This is an optimization exercise on Yosys and OpenROAD, whose aim is small area, not a production implementation.
Function was checked by simulation only, so behaviour that the tests miss may differ from the original.

// es51922_core
module es51922_core (
    input  wire        clk,
    input  wire        rst,
    input  wire        in_valid,
    input  wire [7:0]  in_len,
    input  wire [95:0] in_pkt,
    output reg         out_valid,
    output wire        out_err,
    output wire [2:0]  out_err_code,
    output wire [3:0]  out_err_lane,
    output wire [3:0]  out_mode,
    output wire [4:0]  out_unit,
    output wire [4:0]  out_disp_unit,
    output wire [1:0]  out_cur_kind,
    output wire [1:0]  out_peak,
    output wire [1:0]  out_op,
    output wire        out_rel,
    output wire        out_hold,
    output wire        out_batt,
    output wire        out_val_present,
    output wire [17:0] out_mant,
    output wire [2:0]  out_disp_prec,
    output wire [5:0]  out_val_exp,
    output wire        out_label_valid,
    output wire [3:0]  out_label
);
    wire [6:0] c_range = in_pkt[6:0];
    wire [6:0] c_dig4  = in_pkt[14:8];
    wire [6:0] c_dig3  = in_pkt[22:16];
    wire [6:0] c_dig2  = in_pkt[30:24];
    wire [6:0] c_dig1  = in_pkt[38:32];
    wire [6:0] c_dig0  = in_pkt[46:40];
  ...
==> flow/config.mk <==
export PLATFORM = sky130hd
export DESIGN_NAME = es51922_core
export DESIGN_NICKNAME = es51922_core
export VERILOG_FILES = /design/flow/design.v
export SDC_FILE = /design/flow/constraint.sdc
export NUM_CORES = 4
export LEC_CHECK = 0
export CAP_MARGIN = 20
export CORE_MARGIN = 2
export CORE_UTILIZATION = 40
export SLEW_MARGIN = 20
export SYNTH_HIERARCHICAL = 1
==> flow/constraint.sdc <==
create_clock -name core_clock -period 8.0 [get_ports {clk}]
set_input_delay 1.6000 -clock core_clock [delete_from_list [all_inputs] [get_ports {clk}]]
set_output_delay 1.6000 -clock core_clock [all_outputs]
set_load 0.01 [all_outputs]
standard.sh (not shown) runs the stock make flow with config.mk's settings and CLKGATE_MAP_FILE= SYNTH_SCRIPT=/design/flow/synth_recipe.tcl, a recipe that flattens the netlist after the stock synthesis.
==> flow/flow/run.sh <==
#!/bin/bash
# The standard layout (standard.sh) with three changes:
#  - synthesis runs the standard flow's own synthesis script, but its final ABC mapping
#    uses flow/area.abc (area-oriented: &deepsyn restructuring for up to 150 s
#    per module, then area-recovering mapping; no ABC buffering or upsizing);
#  - ports are buffered with buf_1;
#  - the clock tree is built from clkbuf_4 cells, without dummy loads.
# Full tool output: standard_flow.log here, and ORFS's per-step logs in orfs/logs/.
set -euo pipefail
here=$(pwd)
{
  head -n 1 synth_recipe.tcl
  cat <<'T'
proc abc {args} {
  set i [lsearch -exact $args -script]
  if {$i >= 0} { lset args [expr {$i+1}] $::env(FLOW_ABC_SCRIPT) }
  yosys abc {*}$args
}
T
  tail -n +2 synth_recipe.tcl
} > synth_area.tcl
export FLOW_ABC_SCRIPT="$here/flow/area.abc"
bash standard.sh \
  "SYNTH_SCRIPT=$here/synth_area.tcl" \
  "BUFFER_PORTS_ARGS=-buffer_cell sky130_fd_sc_hd__buf_1" \
  "CTS_ARGS=-sink_clustering_enable -repair_clock_nets -dont_use_dummy_load -buf_list sky130_fd_sc_hd__clkbuf_4 -root_buf sky130_fd_sc_hd__clkbuf_4 -sink_clustering_size 8 -sink_clustering_max_diameter 40" \
  finish > standard_flow.log 2>&1
==> flow/flow/area.abc <==
&get -n
&st
&deepsyn -T 150 -J 2000
&dch -f
&nf -R 1000 -p -C 32 -F 8
&put
topo
stime -c
Rerun with:
--- a/flow/flow/run.sh
+++ b/flow/flow/run.sh
@@ -7 +7,2 @@
-#  - the clock tree is built from clkbuf_4 cells, without dummy loads.
+#  - the clock tree (clkbuf_4 root, clkbuf_8 leaf buffers) is built without
+#    dummy loads.
@@ -26 +27 @@
-  "CTS_ARGS=-sink_clustering_enable -repair_clock_nets -dont_use_dummy_load -buf_list sky130_fd_sc_hd__clkbuf_4 -root_buf sky130_fd_sc_hd__clkbuf_4 -sink_clustering_size 8 -sink_clustering_max_diameter 40" \
+  "CTS_ARGS=-sink_clustering_enable -repair_clock_nets -dont_use_dummy_load -root_buf sky130_fd_sc_hd__clkbuf_4 -buf_list sky130_fd_sc_hd__clkbuf_8 -sink_clustering_buffer sky130_fd_sc_hd__clkbuf_8 -sink_clustering_size 10 -sink_clustering_max_diameter 60" \
The changed run completed with no timing, DRC or antenna violations.
Setup slack is unchanged.
Worst hold slack stays the same.
Core utilization does not change.
Wire length is unchanged.

[re-timing with driven ports]
No port has a modelled driver above. Below, the same layouts with a new extraction and two added sets of constraints.
Step 1: set_driving_cell puts a clkbuf_16 on clk and a buf_2 on each other input, an assumption about the parent block.
Step 2 times the ports against the registers' clock, not the clock port: input delays grow and output delays shrink by t, the midpoint of the rising clock arrivals with the driver on.
Three values: no drivers, after step 1, after step 2; two values: the first two.
run | shift t [ns] | slack for setup (ns) | clock arrival spread, ns
the first run | 0.349 | 0.740 / 0.736 / 0.387 | 0.040 / 0.040
the second run | 0.349 | 0.740 / 0.736 / 0.387 | 0.040 / 0.040
After both steps setup and hold are still met in every run listed.
